What follows belongs to an exercise in optimizing a design on an open flow for a short achievable clock period and few clock cycles; a production flow would make more cautious choices. The RTL was checked by simulation tests, not by an equivalence proof against the original design. Power is estimated from default activity; no workload was simulated.

### design/flow/config.mk
export PLATFORM = sky130hd
export DESIGN_NAME = pulse_duration_classifier
export DESIGN_NICKNAME = pulse_duration_classifier
export VERILOG_FILES = /design/flow/design.v
export SDC_FILE = /design/flow/constraint.sdc
export NUM_CORES = 8
export LEC_CHECK = 0
export CAP_MARGIN = 20
export CORE_MARGIN = 2
export CORE_UTILIZATION = 30
export PLACE_DENSITY = 0.4
export SLEW_MARGIN = 20
### design/flow/constraint.sdc
create_clock -name core_clock -period 20.0 [get_ports {clk}]
set_input_delay 4.0000 -clock core_clock [delete_from_list [all_inputs] [get_ports {clk}]]
set_output_delay 4.0000 -clock core_clock [all_outputs]
set_load 0.01 [all_outputs]
### design/flow/design.v
module pulse_duration_classifier (
    input  wire        clk,
    input  wire        rst_n,
    input  wire        cmd_valid,
    output wire        cmd_ready,
    input  wire [31:0] cmd_data,
    output wire        rsp_valid,
    input  wire        rsp_ready,
    output wire [31:0] rsp_data,
    output wire        irq,
    output wire        busy
);
    localparam N_DUR    = 40;    
    localparam NRUN_MAX = 20;    
    localparam OP_NOP    = 8'h00, OP_RST   = 8'h01, OP_CLRD  = 8'h02, OP_CLRST = 8'h03;
    localparam OP_WR     = 8'h08, OP_WRH   = 8'h09, OP_RD    = 8'h0A, OP_RDD   = 8'h0B;
    localparam OP_RDF    = 8'h0C, OP_PUSHD = 8'h10, OP_PUSHT = 8'h11, OP_SETT  = 8'h12;
    localparam OP_WINCMP = 8'h20, OP_CLASS = 8'h21, OP_RECON = 8'h30, OP_VAL   = 8'h31;
    localparam OP_ENC    = 8'h32;
    localparam E_NONE = 8'd0, E_ILLEGAL = 8'd1, E_RESV = 8'd2, E_BADREG = 8'd3, E_RO = 8'd4;
    localparam E_FULL = 8'd5, E_INDEX = 8'd6, E_CFG = 8'd7, E_LEN = 8'd8;
    localparam R_OK = 3'd1, R_UNVAL = 3'd2, R_FEW = 3'd3, R_ALLAMBIG = 3'd4;
    localparam R_RANGE = 3'd5, R_COMBO = 3'd6;
    localparam S_IDLE = 3'd0, S_EXEC = 3'd1, S_CLS = 3'd2, S_CHK = 3'd3;
    localparam S_ENUM = 3'd4, S_FIN = 3'd5;
    reg  [4:0]  ctrl;
    reg  [23:0] mark_len, space_len, tol;
    reg  [5:0]  frame_len;
    reg  [7:0]  mincls;
    reg  [23:0] maxcomb;
    reg  [23:0] start_lo, start_hi, rgap0, rgap1, rtol;
    reg  [31:0] bs_lo;
    reg  [7:0]  bs_hi;
    reg  [5:0]  bs_len;
    reg  [23:0] last_ts;
    reg         st_done, st_err, st_armed, st_repeat;
    reg  [7:0]  errcode;
    reg  [2:0]  rres;
    reg  [23:0] dbuf [0:N_DUR-1];
    reg  [6:0]  dcnt;
    reg  [1:0]  fb [0:N_DUR-1];
    reg  [6:0]  fblen;
    reg  [6:0]  ncls, nruns;
    reg  [23:0] ncomb, ntried;
    reg  [10:0] vstat;
    reg  [31:0] csum;
    reg  [1:0]  cls;
    reg  [23:0] brk;
    reg  [2:0]  state;
    reg  [31:0] cq;           
    reg         rsp_valid_r;
    reg  [31:0] rsp_data_r;
    reg  [6:0]  ci;           
    reg         in_run;       
    reg  [31:0] wsum;         
    reg  [24:0] prod;         
    reg         range_fail;
    reg  [13:0] runmask [0:NRUN_MAX-1];   
    reg  [3:0]  runcnt  [0:NRUN_MAX-1];   
    reg  [3:0]  idx     [0:NRUN_MAX-1];   
    reg  [6:0]  wp;           
    reg  [4:0]  wj;           
    reg  [39:0] sbits;        
    reg  [6:0]  slen;         
    reg  [2:0]  res;          
    assign cmd_ready = rst_n & (state == S_IDLE) & ~rsp_valid_r;
    assign busy      = rst_n & (state != S_IDLE);
    assign rsp_valid = rst_n & rsp_valid_r;
    assign rsp_data  = rsp_data_r;
    wire accept = cmd_valid & cmd_ready;
    wire [1:0]  mode   = ctrl[1:0];
    wire        hexsel = ctrl[2];
    wire [24:0] gap    = {1'b0, mark_len} - {1'b0, space_len};
    wire        cfgok  = (space_len != 24'd0) && (mark_len > space_len) &&
                         ({1'b0, tol, 1'b0} <= {1'b0, gap});
    wire        frameok = ((mode == 2'd0) && (frame_len >= 6'd1) && (frame_len <= 6'd40)) ||
                          ((mode == 2'd1) && ((frame_len == 6'd16) || (frame_len == 6'd32))) ||
                          ((mode == 2'd2) && (frame_len == 6'd40));
    wire        irq_l  = (st_done & ctrl[3]) | (st_err & ctrl[4]);
    assign irq = rst_n & irq_l;
    function automatic near24(input [23:0] d, input [23:0] c, input [23:0] t);
        reg [24:0] diff;
        begin
            diff = (d >= c) ? ({1'b0, d} - {1'b0, c}) : ({1'b0, c} - {1'b0, d});
            near24 = (diff <= {1'b0, t});
        end
    endfunction
    function automatic [1:0] classify(input [23:0] d, input [23:0] m, input [23:0] s,
                                      input [23:0] t);
        begin
            if (near24(d, m, t))      classify = 2'd1;
            else if (near24(d, s, t)) classify = 2'd0;
            else                      classify = 2'd2;
        end
    endfunction
    function automatic nearw(input [31:0] w, input [31:0] c, input [23:0] t);
        reg [31:0] diff;
        begin
            diff = (w >= c) ? (w - c) : (c - w);
            nearw = (diff <= {8'd0, t});
        end
    endfunction
    function automatic [13:0] cands(input [31:0] w, input [23:0] m, input [23:0] s,
                                    input [23:0] t);
        reg [31:0] mm, ss;
        reg        n1s, n1m, n2ss, n2sm, n2mm, n3sss, n3ssm, n3smm, n3mmm;
        begin
            mm = {8'd0, m};
            ss = {8'd0, s};
            n1s   = nearw(w, ss, t);
            n1m   = nearw(w, mm, t);
            n2ss  = nearw(w, ss + ss, t);
            n2sm  = nearw(w, ss + mm, t);
            n2mm  = nearw(w, mm + mm, t);
            n3sss = nearw(w, ss + ss + ss, t);
            n3ssm = nearw(w, ss + ss + mm, t);
            n3smm = nearw(w, ss + mm + mm, t);
            n3mmm = nearw(w, mm + mm + mm, t);
            cands = {n3mmm, n3smm, n3smm, n3ssm, n3smm, n3ssm, n3ssm, n3sss,
                     n2mm, n2sm, n2sm, n2ss,
                     n1m, n1s};
        end
    endfunction
    function automatic [3:0] popcnt14(input [13:0] v);
        integer k;
        begin
            popcnt14 = 4'd0;
            for (k = 0; k < 14; k = k + 1)
                popcnt14 = popcnt14 + {3'd0, v[k]};
        end
    endfunction
    function automatic [3:0] popcnt8(input [7:0] v);
        integer k;
        begin
            popcnt8 = 4'd0;
            for (k = 0; k < 8; k = k + 1)
                popcnt8 = popcnt8 + {3'd0, v[k]};
        end
    endfunction
    wire [7:0]  op    = cq[31:24];
    wire [5:0]  rnum  = cq[21:16];
    wire [15:0] imm   = cq[15:0];
    wire [6:0]  xidx  = cq[6:0];
    wire [23:0] dval  = cq[23:0];
    wire is_nop = (op == OP_NOP),    is_rst  = (op == OP_RST),   is_clrd = (op == OP_CLRD);
    wire is_clrst = (op == OP_CLRST), is_wr  = (op == OP_WR),    is_wrh  = (op == OP_WRH);
    wire is_rd  = (op == OP_RD),     is_rdd  = (op == OP_RDD),   is_rdf  = (op == OP_RDF);
    wire is_pushd = (op == OP_PUSHD), is_pusht = (op == OP_PUSHT), is_sett = (op == OP_SETT);
    wire is_wincmp = (op == OP_WINCMP), is_class = (op == OP_CLASS);
    wire is_recon = (op == OP_RECON), is_val = (op == OP_VAL),   is_enc  = (op == OP_ENC);
    wire fmt_n = is_nop | is_rst | is_clrd | is_clrst | is_recon | is_val | is_enc;
    wire fmt_r = is_wr | is_wrh;
    wire fmt_q = is_rd;
    wire fmt_i = is_rdd | is_rdf;
    wire fmt_d = is_pushd | is_pusht | is_sett | is_wincmp | is_class;
    wire op_legal = fmt_n | fmt_r | fmt_q | fmt_i | fmt_d;
    wire resv = (fmt_n && (cq[23:0] != 24'd0)) ||
                (fmt_r && (cq[23:22] != 2'd0)) ||
                (fmt_q && ((cq[23:22] != 2'd0) || (cq[15:0] != 16'd0))) ||
                (fmt_i && (cq[23:7] != 17'd0));
    reg [7:0] ecode;
    always @* begin
        if (!op_legal)                                            ecode = E_ILLEGAL;
        else if (resv)                                            ecode = E_RESV;
        else if ((is_wr || is_wrh || is_rd) && (rnum >= 6'd35))   ecode = E_BADREG;
        else if ((is_wr || is_wrh) && (rnum >= 6'd16))            ecode = E_RO;
        else if ((is_pushd || is_pusht) && (dcnt == N_DUR))       ecode = E_FULL;
        else if (is_rdd && ({1'b0, xidx} >= {1'b0, dcnt}))        ecode = E_INDEX;
        else if (is_rdf && ({1'b0, xidx} >= {1'b0, fblen}))       ecode = E_INDEX;
        else if ((is_class && !cfgok) || (is_recon && !(cfgok && frameok)) ||
                 (is_val && !frameok) || (is_enc && !cfgok))      ecode = E_CFG;
        else if (is_enc && (bs_len > 6'd40))                      ecode = E_LEN;
        else                                                      ecode = E_NONE;
    end
    wire exec    = (state == S_EXEC);
    wire exec_ok = exec && (ecode == E_NONE);
    wire soft_rst = exec_ok && is_rst;
    wire [39:0] bsv = {bs_hi, bs_lo};
    wire        len32 = (bs_len == 6'd32);
    wire        len40 = (bs_len == 6'd40);
    wire [15:0] nec_hex  = len32 ? {bs_lo[31:24], hexsel ? bs_lo[7:0] : bs_lo[15:8]} : 16'd0;
    wire [15:0] nec_addr = len32 ? bs_lo[31:16] : 16'd0;
    wire [15:0] nec_cmd  = len32 ? bs_lo[15:0] : 16'd0;
    wire [15:0] dht_hum  = len40 ? {bs_hi, bs_lo[31:24]} : 16'd0;
    wire [15:0] traw     = bs_lo[23:8];
    wire [31:0] dht_temp = !len40 ? 32'd0 :
                           traw[15] ? (32'd0 - {17'd0, traw[14:0]}) : {17'd0, traw[14:0]};
    wire [7:0]  dht_csum = len40 ? bs_lo[7:0] : 8'd0;
    reg [31:0] regval;
    always @* begin
        case (rnum)
            6'd0:  regval = {27'd0, ctrl};
            6'd1:  regval = {8'd0, mark_len};
            6'd2:  regval = {8'd0, space_len};
            6'd3:  regval = {8'd0, tol};
            6'd4:  regval = {26'd0, frame_len};
            6'd5:  regval = {24'd0, mincls};
            6'd6:  regval = {8'd0, maxcomb};
            6'd7:  regval = {8'd0, start_lo};
            6'd8:  regval = {8'd0, start_hi};
            6'd9:  regval = {8'd0, rgap0};
            6'd10: regval = {8'd0, rgap1};
            6'd11: regval = {8'd0, rtol};
            6'd12: regval = bs_lo;
            6'd13: regval = {24'd0, bs_hi};
            6'd14: regval = {26'd0, bs_len};
            6'd15: regval = {8'd0, last_ts};
            6'd16: regval = {25'd0, irq_l, frameok, cfgok, st_repeat, st_armed, st_err, st_done};
            6'd17: regval = {24'd0, errcode};
            6'd18: regval = {29'd0, rres};
            6'd19: regval = {25'd0, dcnt};
            6'd20: regval = {25'd0, ncls};
            6'd21: regval = {25'd0, nruns};
            6'd22: regval = {8'd0, ncomb};
            6'd23: regval = {8'd0, ntried};
            6'd24: regval = {25'd0, fblen};
            6'd25: regval = {21'd0, vstat};
            6'd26: regval = csum;
            6'd27: regval = {30'd0, cls};
            6'd28: regval = {8'd0, brk};
            6'd29: regval = {16'd0, nec_hex};
            6'd30: regval = {16'd0, nec_addr};
            6'd31: regval = {16'd0, nec_cmd};
            6'd32: regval = {16'd0, dht_hum};
            6'd33: regval = dht_temp;
            6'd34: regval = {24'd0, dht_csum};
            default: regval = 32'd0;
        endcase
    end
    wire [39:0] enc_bits = bsv << (6'd40 - bs_len);
    wire [6:0]  dbuf_ra = (state == S_CLS) ? ci : xidx;
    wire [23:0] dbuf_rd = (dbuf_ra < N_DUR) ? dbuf[dbuf_ra[5:0]] : 24'd0;
    wire [1:0]  fb_rd   = (xidx < N_DUR) ? fb[xidx[5:0]] : 2'd0;
    wire [39:0] vin = (state == S_ENUM) ? sbits : bsv;
    reg  [3:0]  v_mm0, v_mm1;
    reg         v_protok;
    reg  [31:0] v_csum;
    reg  [7:0]  v_calc, v_read;
    always @* begin
        v_mm0 = 4'd0;
        v_mm1 = 4'd0;
        v_protok = 1'b1;
        v_csum = 32'd0;
        v_calc = vin[39:32] + vin[31:24] + vin[23:16] + vin[15:8];
        v_read = vin[7:0];
        case (mode)
            2'd1: begin
                if (frame_len == 6'd32) begin
                    v_mm0 = popcnt8(vin[31:24] ^ vin[23:16]);
                    v_mm1 = popcnt8(vin[15:8] ^ vin[7:0]);
                    v_protok = ((v_mm0 == 4'd0) || (v_mm0 == 4'd8)) &&
                               ((v_mm1 == 4'd0) || (v_mm1 == 4'd8));
                end else begin
                    v_mm0 = popcnt8(vin[15:8] ^ vin[7:0]);
                    v_protok = (v_mm0 == 4'd0) || (v_mm0 == 4'd8);
                end
            end
            2'd2: begin
                v_protok = (v_calc == v_read);
                v_csum = {v_calc - v_read, v_read - v_calc, v_read, v_calc};
            end
            default: ;
        endcase
    end
    wire [10:0] v_vstat = {v_protok, v_protok, 1'b1, v_mm1, v_mm0};
    wire [1:0]  c_sym    = classify(dbuf_rd, mark_len, space_len, tol);
    wire        c_end    = (ci == dcnt);
    wire        c_close  = in_run && (c_end || (c_sym != 2'd2));
    wire [13:0] c_mask   = cands(wsum, mark_len, space_len, tol);
    wire [3:0]  c_cnt    = popcnt14(c_mask);
    wire [28:0] c_prod   = prod * c_cnt;
    wire [24:0] c_prodsat = (c_prod > 29'h1000000) ? 25'h1000000 : c_prod[24:0];
    wire        c_range  = wsum > ({8'd0, mark_len} + {8'd0, mark_len} + {8'd0, mark_len} +
                                   {8'd0, tol});
    wire [13:0] e_mask = runmask[wj];
    wire [3:0]  e_n    = idx[wj];
    reg  [3:0]  e_sel;
    reg  [3:0]  e_k;
    reg         e_found;
    integer     t;
    always @* begin
        e_sel = 4'd0;
        e_found = 1'b0;
        e_k = 4'd0;
        for (t = 0; t < 14; t = t + 1) begin
            if (e_mask[t] && !e_found) begin
                if (e_k == e_n) begin
                    e_sel = t[3:0];
                    e_found = 1'b1;
                end
                e_k = e_k + 4'd1;
            end
        end
    end
    wire [1:0]  e_clen = (e_sel < 4'd2) ? 2'd1 : (e_sel < 4'd6) ? 2'd2 : 2'd3;
    wire [2:0]  e_cval = (e_sel < 4'd2) ? e_sel[2:0] :
                         (e_sel < 4'd6) ? (e_sel[2:0] - 3'd2) : (e_sel[2:0] - 3'd6);
    wire [1:0]  e_fb   = fb[wp[5:0]];
    wire        e_end  = (wp == fblen);
    wire        e_lenok = (slen == {1'b0, frame_len});
    wire        e_pass = e_lenok && v_protok;
    reg  [3:0]  idx_n [0:NRUN_MAX-1];
    reg         odo_carry;
    integer     j;
    always @* begin
        odo_carry = 1'b1;
        for (j = NRUN_MAX - 1; j >= 0; j = j - 1) begin
            idx_n[j] = idx[j];
            if ((j < nruns) && odo_carry) begin
                if ((idx[j] + 4'd1) < runcnt[j]) begin
                    idx_n[j] = idx[j] + 4'd1;
                    odo_carry = 1'b0;
                end else begin
                    idx_n[j] = 4'd0;
                end
            end
        end
    end
    wire [2:0] res_exhaust = ({1'b0, ncls} >= mincls) ? R_UNVAL : R_FEW;
    always @(posedge clk) begin
        if (!rst_n) begin
            state       <= S_IDLE;
            rsp_valid_r <= 1'b0;
            rsp_data_r  <= 32'd0;
            cq          <= 32'd0;
        end else begin
            if (rsp_valid_r && rsp_ready)
                rsp_valid_r <= 1'b0;
            case (state)
                S_IDLE: if (accept) begin
                    cq    <= cmd_data;
                    state <= S_EXEC;
                end
                S_EXEC: begin
                    state <= (exec_ok && is_recon) ? S_CLS : S_IDLE;
                    if (is_rd || is_rdd || is_rdf) begin
                        rsp_valid_r <= 1'b1;
                        if (ecode != E_NONE)  rsp_data_r <= 32'd0;
                        else if (is_rd)       rsp_data_r <= regval;
                        else if (is_rdd)      rsp_data_r <= {8'd0, dbuf_rd};
                        else                  rsp_data_r <= {30'd0, fb_rd};
                    end
                end
                S_CLS:  if (c_end) state <= S_CHK;
                S_CHK: begin
                    if (((ncls == 7'd0) && (nruns != 7'd0)) || range_fail ||
                        (prod > {1'b0, maxcomb}) || (prod == 25'd0))
                        state <= S_FIN;
                    else
                        state <= S_ENUM;
                end
                S_ENUM: if (e_end && (e_pass || odo_carry)) state <= S_FIN;
                S_FIN:  state <= S_IDLE;
                default: state <= S_IDLE;
            endcase
        end
    end
    integer i;
    always @(posedge clk) begin
        if (!rst_n || soft_rst) begin
            ctrl      <= 5'h04;
            mark_len  <= 24'd0;
            space_len <= 24'd0;
            tol       <= 24'd0;
            frame_len <= 6'd0;
            mincls    <= 8'd10;
            maxcomb   <= 24'd10000;
            start_lo  <= 24'd0;
            start_hi  <= 24'd0;
            rgap0     <= 24'd0;
            rgap1     <= 24'd0;
            rtol      <= 24'd0;
            bs_lo     <= 32'd0;
            bs_hi     <= 8'd0;
            bs_len    <= 6'd0;
            last_ts   <= 24'd0;
            st_done   <= 1'b0;
            st_err    <= 1'b0;
            st_armed  <= 1'b0;
            st_repeat <= 1'b0;
            errcode   <= 8'd0;
            rres      <= 3'd0;
            dcnt      <= 7'd0;
            fblen     <= 7'd0;
            ncls      <= 7'd0;
            nruns     <= 7'd0;
            ncomb     <= 24'd0;
            ntried    <= 24'd0;
            vstat     <= 11'd0;
            csum      <= 32'd0;
            cls       <= 2'd3;
            brk       <= 24'd0;
        end else begin
            if (exec && (ecode != E_NONE)) begin
                if (errcode == 8'd0) errcode <= ecode;
                st_err <= 1'b1;
            end
            if (exec_ok) begin
                case (op)
                    OP_CLRD: dcnt <= 7'd0;
                    OP_CLRST: begin
                        st_done <= 1'b0;
                        st_err  <= 1'b0;
                        errcode <= 8'd0;
                    end
                    OP_WR: case (rnum)
                        6'd0:  ctrl      <= imm[4:0];
                        6'd1:  mark_len  <= {8'd0, imm};
                        6'd2:  space_len <= {8'd0, imm};
                        6'd3:  tol       <= {8'd0, imm};
                        6'd4:  frame_len <= imm[5:0];
                        6'd5:  mincls    <= imm[7:0];
                        6'd6:  maxcomb   <= {8'd0, imm};
                        6'd7:  start_lo  <= {8'd0, imm};
                        6'd8:  start_hi  <= {8'd0, imm};
                        6'd9:  rgap0     <= {8'd0, imm};
                        6'd10: rgap1     <= {8'd0, imm};
                        6'd11: rtol      <= {8'd0, imm};
                        6'd12: bs_lo     <= {16'd0, imm};
                        6'd13: bs_hi     <= imm[7:0];
                        6'd14: bs_len    <= imm[5:0];
                        6'd15: last_ts   <= {8'd0, imm};
                        default: ;
                    endcase
                    OP_WRH: case (rnum)
                        6'd1:  mark_len[23:16]  <= imm[7:0];
                        6'd2:  space_len[23:16] <= imm[7:0];
                        6'd3:  tol[23:16]       <= imm[7:0];
                        6'd6:  maxcomb[23:16]   <= imm[7:0];
                        6'd7:  start_lo[23:16]  <= imm[7:0];
                        6'd8:  start_hi[23:16]  <= imm[7:0];
                        6'd9:  rgap0[23:16]     <= imm[7:0];
                        6'd10: rgap1[23:16]     <= imm[7:0];
                        6'd11: rtol[23:16]      <= imm[7:0];
                        6'd12: bs_lo[31:16]     <= imm;
                        6'd15: last_ts[23:16]   <= imm[7:0];
                        default: ;
                    endcase
                    OP_PUSHD: begin
                        dbuf[dcnt[5:0]] <= dval;
                        dcnt <= dcnt + 7'd1;
                    end
                    OP_PUSHT: begin
                        dbuf[dcnt[5:0]] <= dval - last_ts;
                        dcnt    <= dcnt + 7'd1;
                        last_ts <= dval;
                    end
                    OP_SETT: last_ts <= dval;
                    OP_WINCMP: begin
                        if ((dval >= start_lo) && (dval <= start_hi)) begin
                            st_repeat <= (mode == 2'd1) &&
                                         (((rgap0 != 24'd0) && near24(brk, rgap0, rtol)) ||
                                          ((rgap1 != 24'd0) && near24(brk, rgap1, rtol)));
                            st_armed  <= 1'b1;
                        end else begin
                            st_armed  <= 1'b0;
                            st_repeat <= 1'b0;
                            brk       <= dval;
                        end
                    end
                    OP_CLASS: cls <= classify(dval, mark_len, space_len, tol);
                    OP_VAL: begin
                        if (bs_len == frame_len) begin
                            vstat <= v_vstat;
                            csum  <= v_csum;
                        end else begin
                            vstat <= 11'd0;
                            csum  <= 32'd0;
                        end
                        st_done <= 1'b1;
                    end
                    OP_ENC: begin
                        for (i = 0; i < N_DUR; i = i + 1)
                            if (i < bs_len)
                                dbuf[i] <= enc_bits[39 - i] ? mark_len : space_len;
                        dcnt    <= {1'b0, bs_len};
                        st_done <= 1'b1;
                    end
                    OP_RECON: begin
                        ci         <= 7'd0;
                        in_run     <= 1'b0;
                        wsum       <= 32'd0;
                        prod       <= 25'd1;
                        range_fail <= 1'b0;
                        fblen      <= 7'd0;
                        ncls       <= 7'd0;
                        nruns      <= 7'd0;
                        bs_lo      <= 32'd0;
                        bs_hi      <= 8'd0;
                        bs_len     <= 6'd0;
                        vstat      <= 11'd0;
                        csum       <= 32'd0;
                        ncomb      <= 24'd0;
                        ntried     <= 24'd0;
                    end
                    default: ;
                endcase
            end
            if (state == S_CLS) begin
                if (c_close) begin
                    runmask[nruns[4:0] - 5'd1] <= c_mask;
                    runcnt[nruns[4:0] - 5'd1]  <= c_cnt;
                    prod       <= c_prodsat;
                    range_fail <= range_fail | c_range;
                end
                if (!c_end) begin
                    ci <= ci + 7'd1;
                    if (c_sym != 2'd2) begin
                        fb[fblen[5:0]] <= c_sym;
                        fblen  <= fblen + 7'd1;
                        ncls   <= ncls + 7'd1;
                        in_run <= 1'b0;
                    end else if (in_run) begin
                        wsum <= wsum + {8'd0, dbuf_rd};
                    end else begin
                        fb[fblen[5:0]] <= 2'd2;
                        fblen  <= fblen + 7'd1;
                        nruns  <= nruns + 7'd1;
                        in_run <= 1'b1;
                        wsum   <= {8'd0, dbuf_rd};
                    end
                end
            end
            if (state == S_CHK) begin
                for (i = 0; i < NRUN_MAX; i = i + 1)
                    idx[i] <= 4'd0;
                wp    <= 7'd0;
                wj    <= 5'd0;
                sbits <= 40'd0;
                slen  <= 7'd0;
                if ((ncls == 7'd0) && (nruns != 7'd0)) begin
                    res <= R_ALLAMBIG;
                end else if (range_fail) begin
                    res <= R_RANGE;
                end else begin
                    ncomb <= prod[24] ? 24'hFFFFFF : prod[23:0];
                    if (prod > {1'b0, maxcomb}) res <= R_COMBO;
                    else                        res <= res_exhaust;
                end
            end
            if (state == S_ENUM) begin
                if (!e_end) begin
                    wp <= wp + 7'd1;
                    if (e_fb != 2'd2) begin
                        sbits <= {sbits[38:0], e_fb[0]};
                        slen  <= slen + 7'd1;
                    end else begin
                        case (e_clen)
                            2'd1:    sbits <= {sbits[38:0], e_cval[0]};
                            2'd2:    sbits <= {sbits[37:0], e_cval[1:0]};
                            default: sbits <= {sbits[36:0], e_cval[2:0]};
                        endcase
                        slen <= slen + {5'd0, e_clen};
                        wj   <= wj + 5'd1;
                    end
                end else begin
                    ntried <= ntried + 24'd1;
                    if (e_lenok) begin
                        vstat <= v_vstat;
                        csum  <= v_csum;
                    end
                    if (e_pass) begin
                        bs_hi  <= sbits[39:32];
                        bs_lo  <= sbits[31:0];
                        bs_len <= frame_len;
                        res    <= R_OK;
                    end else begin
                        for (i = 0; i < NRUN_MAX; i = i + 1)
                            idx[i] <= idx_n[i];
                        wp    <= 7'd0;
                        wj    <= 5'd0;
                        sbits <= 40'd0;
                        slen  <= 7'd0;
                        res   <= res_exhaust;
                    end
                end
            end
            if (state == S_FIN) begin
                rres    <= res;
                st_done <= 1'b1;
            end
        end
    end
endmodule
### design/flow/run.sh
#!/bin/bash
# synth_recipe.tcl (not shown) runs the flow's synth.tcl, then flattens the netlist and writes it again
# the make line also repeats each setting of config.mk as NAME=value (left out here)
make -C /OpenROAD-flow-scripts/flow DESIGN_CONFIG=/design/flow/config.mk WORK_HOME=/design/flow/orfs CLKGATE_MAP_FILE= SYNTH_SCRIPT=/design/flow/synth_recipe.tcl finish
==> run summary <==
timing repair:
item | 4_1_cts | 5_1_grt
hold buffers | 0 | 0
setup endpoints to repair | 24 | 25
buffers inserted | 1 | 5
pin swaps | 1 | 16
endpoints found under the hold margin | 0 | 0
gates resized for setup | 4 | 55
metal layers:
metal / up-vias / track usage
met1: 95900 / 0.439
met2: 9728 / 0.500
met4: 28 / 0.193
met3: 2243 / 0.0540
li1: 82700 / -
met5: - / 0
worst max path at each step:
stage,start,endpoint,depth (start not counted)
5_1_grt,space_len[1]$_SDFFE_PN0P_,prod[4]$_DFFE_PP_,97
2_1_floorplan,mark_len[1]$_SDFFE_PN0P_,prod[16]$_DFFE_PP_,99
3_3_place_gp,space_len[3]$_SDFFE_PN0P_,prod[5]$_DFFE_PP_,89
3_5_place_dp,space_len[3]$_SDFFE_PN0P_,prod[16]$_DFFE_PP_,90
4_1_cts,space_len[1]$_SDFFE_PN0P_,prod[4]$_DFFE_PP_,90
6_report,mark_len[1]$_SDFFE_PN0P_,prod[4]$_DFFE_PP_,91
critical path: cells and delay by family (launching register included):
kind	cells	cell delay, ns
flip-flops	1	0.36
AND/OR/NAND/NOR	12	1.89
AO/OA/AOI/OAI	57	10.38
buffers and inverters	8	1.10
XOR/XNOR	2	0.39
adder cells (fa/ha/maj)	11	4.06
multiplexers	1	0.34
per-stage QoR:
| step | hold WS [ns] | power (mW) |
|---|---|---|
| finish | 0.453 | 16.3 |
| global route | 0.474 | 16.8 |
| CTS | 0.458 | 16.3 |
| detailed placement | 0.443 | 10.1 |
| global placement | 0.437 | 10.1 |
| floorplan | 0.424 | 8.70 |
power by group:
part / internal, mW / switching (mW) / total [mW] / leakage (nW)
sequential: 5.97 / 0.0679 / 6.04 / 23.4
clock: 3.49 / 2.69 / 6.18 / 5.21
combinational: 1.35 / 2.71 / 4.06 / 57.0
kinds of logic (layout without fill, tap and decap cells):
| group | count (synthesis) | in the layout |
|---|---|---|
| compound gates | 6902 | 6902 |
| mux | 995 | 995 |
| xor+xnor | 742 | 742 |
| fa+ha+maj | 1763 | 1763 |
| flops | 2634 | 2634 |
| other cells | 0 | 70 |
| simple gates | 7014 | 7014 |
| buf+inv | 2794 | 2816 |
Yosys cell counts (111+ instances only):
library cell / n
nand4_1: 297
fa_1: 115
nor3_1: 264
a21oi_1: 2226
mux4_2: 111
xor2_1: 193
dfxtp_1: 550
a211oi_1: 156
o21bai_1: 300
mux2i_1: 826
nand2_1: 3013
o21ai_0: 1883
xnor2_1: 538
a31oi_1: 142
a21o_1: 700
ha_1: 1646
buf_1: 140
edfxtp_1: 2084
nand2b_1: 199
inv_1: 1046
a22oi_1: 205
clkbuf_1: 1517
nor2b_1: 173
a311oi_1: 305
nor2_1: 1393
and3_1: 302
nand3_1: 882
and2_1: 125
sequential cells by signal, indices dropped and copies added, names as in the netlist, 25 cells and up, named ones only:
signal and count:
runcnt 80, csum 32, fb 80, rsp_data_r 32
runmask 180, wsum 32, bs_lo 32, cq 32
prod 25, idx 80, dbuf 1536, sbits 40
final cells by class:
type,instances,share of cell area
clock inverter,157,0.00761
timing repair buffer,1127,0.0397
inverter,1092,0.0182
multi-input combinational,17400,0.519
antenna,70,0.000773
clock buffer,440,0.0399
tap,8879,0.0490
sequential,2634,0.326
==> summary.md <==
| Metric | Value |
|---|---|
| Initial DRC count | `25200` |
| Routed wl met3 | `92.3 mm` |
| Placed insts | `31100` |
| Ys async rst share | `0` |
| Crit path required time | `20.72 ns` |
| Clk_skew | `0.100 ns` |
| Post-Syn Area | `200000 µm²` |
| Total Neg Setup Slack | `0 ns` |
| Status | `finished clean` |
| Post-Synth Simple-Gate Area | `0.159` |
| Area Overhead vs Synth | `13.5%` |
| Worst-path cell with the longest stage delay | `or4b_4` |
| Sequential-to-total area share from yosys stat | `0.369` |
| Synth Area in Compound Gates | `0.214` |
| Final Core Density | `0.342` |
| Most frequent cells in the layout | `nand2_1, a21oi_1, edfxtp_1` |
| Fillcell total | `68800` |
| Routed via count | `191000` |
| FP Rows | `299` |
| 1st-pass router iterations | `10` |
| Nets | `24400` |
| Worst-skew pair later-pin latency | `1.05 ns` |
| Largest family of logic cells by synthesized area | `compound AO/OA/AOI/OAI gates` |
| Post-Synth XOR/XNOR Area | `0.0332` |
| Origin of the critical flop-to-flop path | `mark_len[1]$_SDFFE_PN0P_` |
| Bufs on Longest Clock Path | `4` |
| Post-synth EDFFs | `2084` |
| Largest net degree at the start of global routing | `103` |
| Fin crit share | `0.942` |
| Share of cells above drive strength 1 | `0.0974` |
| Worst hold path class | `flip-flop to flip-flop` |
| HPWL after DPL | `809 mm` |
| Post-Route WL | `1150 mm` |
| Mapped Cells | `22800` |
| Setup WS post-layout | `1.15 ns` |
| Synthesis Warnings | `3` |
| First-pass GRT wire length | `1550 mm` |
| Worst slew pin tran | `1.28 ns` |
| Synth Register Bits | `2634` |
| Storage cell area | `73800 µm²` |
| Die area | `672000 µm²` |
| Pre-CTS setup slack | `-0.0994 ns` |
| Post-route DRC | `0` |
| Main flop type after synthesis | `edfxtp_1` |
| Synth area leader | `edfxtp_1` |
| Buffers on Ports | `71` |
| Most common cell after layout, fill and taps aside | `nand2_1` |
| Worst hold path startpoint | `csum[31]$_SDFF_PN0_` |
| R2R setup slack | `1.15 ns` |
| Worst EP arrival | `19.56 ns` |
| WL met2 | `497 mm` |
| M1 WL | `480 mm` |
| Slew Limit Fails | `0` |
| WHS Path Cells | `2` |
| Gr usage total | `0.328` |
| Pwr per Cell Area | `71.8 nW/µm²` |
| VDD IR max | `116 µV` |
| Crit path kind | `flip-flop to flip-flop` |
| CP startpoint kind | `flip-flop` |
| RR Endpoint | `prod[4]$_DFFE_PP_` |
| Synth top area share | `0.313` |
| CTS tree | `done` |
| Finished Cell Area | `226000 µm²` |
| Vias in the first global route | `177000` |
| Syn_area_per_cell | `8.74 µm²` |
| Synth Area in Adders | `0.115` |
| Detailed-route wire length per cell | `36.2 µm` |
| Most frequent CP cell | `a21oi_1` |
| Max transition margin | `0.147` |
| I/O pin count | `72` |
| Area of the multi-input gates | `118000 µm²` |
| Post-route ant nets | `0` |
| Final setup fails | `0` |
| WHS Endpoint | `csum[31]$_SDFF_PN0_` |
| Multiplexer area fraction after synthesis | `0.0573` |
| Max layer used | `met5` |
| Fmax | `53.1 MHz` |
| Via density | `5.99` |
| Leak pwr | `85.6 nW` |
| Initial Util | `0.301` |
| GRT Residual Overflow | `0` |
| Min cycle time layout | `18.85 ns` |
| Die X | `820 µm` |
| Clock root cell | `clkbuf_16` |
| Total CTS buffers | `329` |
| GPL Wtd Cong | `1.02` |
| Worst setup EP type | `flip-flop` |
| Clock transition at the registers of the reported paths | `0.06 ns` |
| Antenna violations before repair | `147` |
| Worst path max stage delay | `0.59 ns` |
| R2R depth | `91` |
| H-tree depth | `5` |
| Max Cap Viol | `0` |
| Vert. Die Dim | `820 µm` |
| Post-synth net total | `24600` |
| Placed Area | `215000 µm²` |
| Worst-path fanout max | `22` |
| CTS sink cnt | `2634` |
| Synth area leaders | `edfxtp_1, ha_1, nand2_1` |
| Final-report hold violation count | `0` |
| Distinct cells, synth | `125` |
| Non-filler cells in the finished layout | `31800` |
| Core Region | `663000 µm²` |
Testbench counts, summed over its fixed seeds: cycles 73,078.

## what the ideal ports hide
No port has a modelled driver above. Below, the same layout with a new extraction and two added sets of constraints.
Step 1 (the two cells are an assumption about what drives the block):
set clk [get_ports {clk}]
set_driving_cell -lib_cell sky130_fd_sc_hd__clkbuf_16 $clk
set_driving_cell -lib_cell sky130_fd_sc_hd__buf_2 [delete_from_list [all_inputs] $clk]
Step 2 also shifts input and output timing later by t, the mid clock arrival at the registers, as if the neighbouring blocks saw the same clock.
Three values: no drivers, after step 1, after step 2; two values: the first two.
t (ns): 1.138
setup WS [ns]: 1.154 / 1.154 / 1.154
worst setup path at the end: register to register
clock arrival spread, ns: 0.100 / 0.100
cell pins on the clock port's net: 1
After both steps this run still meets setup and hold. For this run, drivers alone change the setup slack by 0.000 ns; drivers and shift together by 0.000 ns.
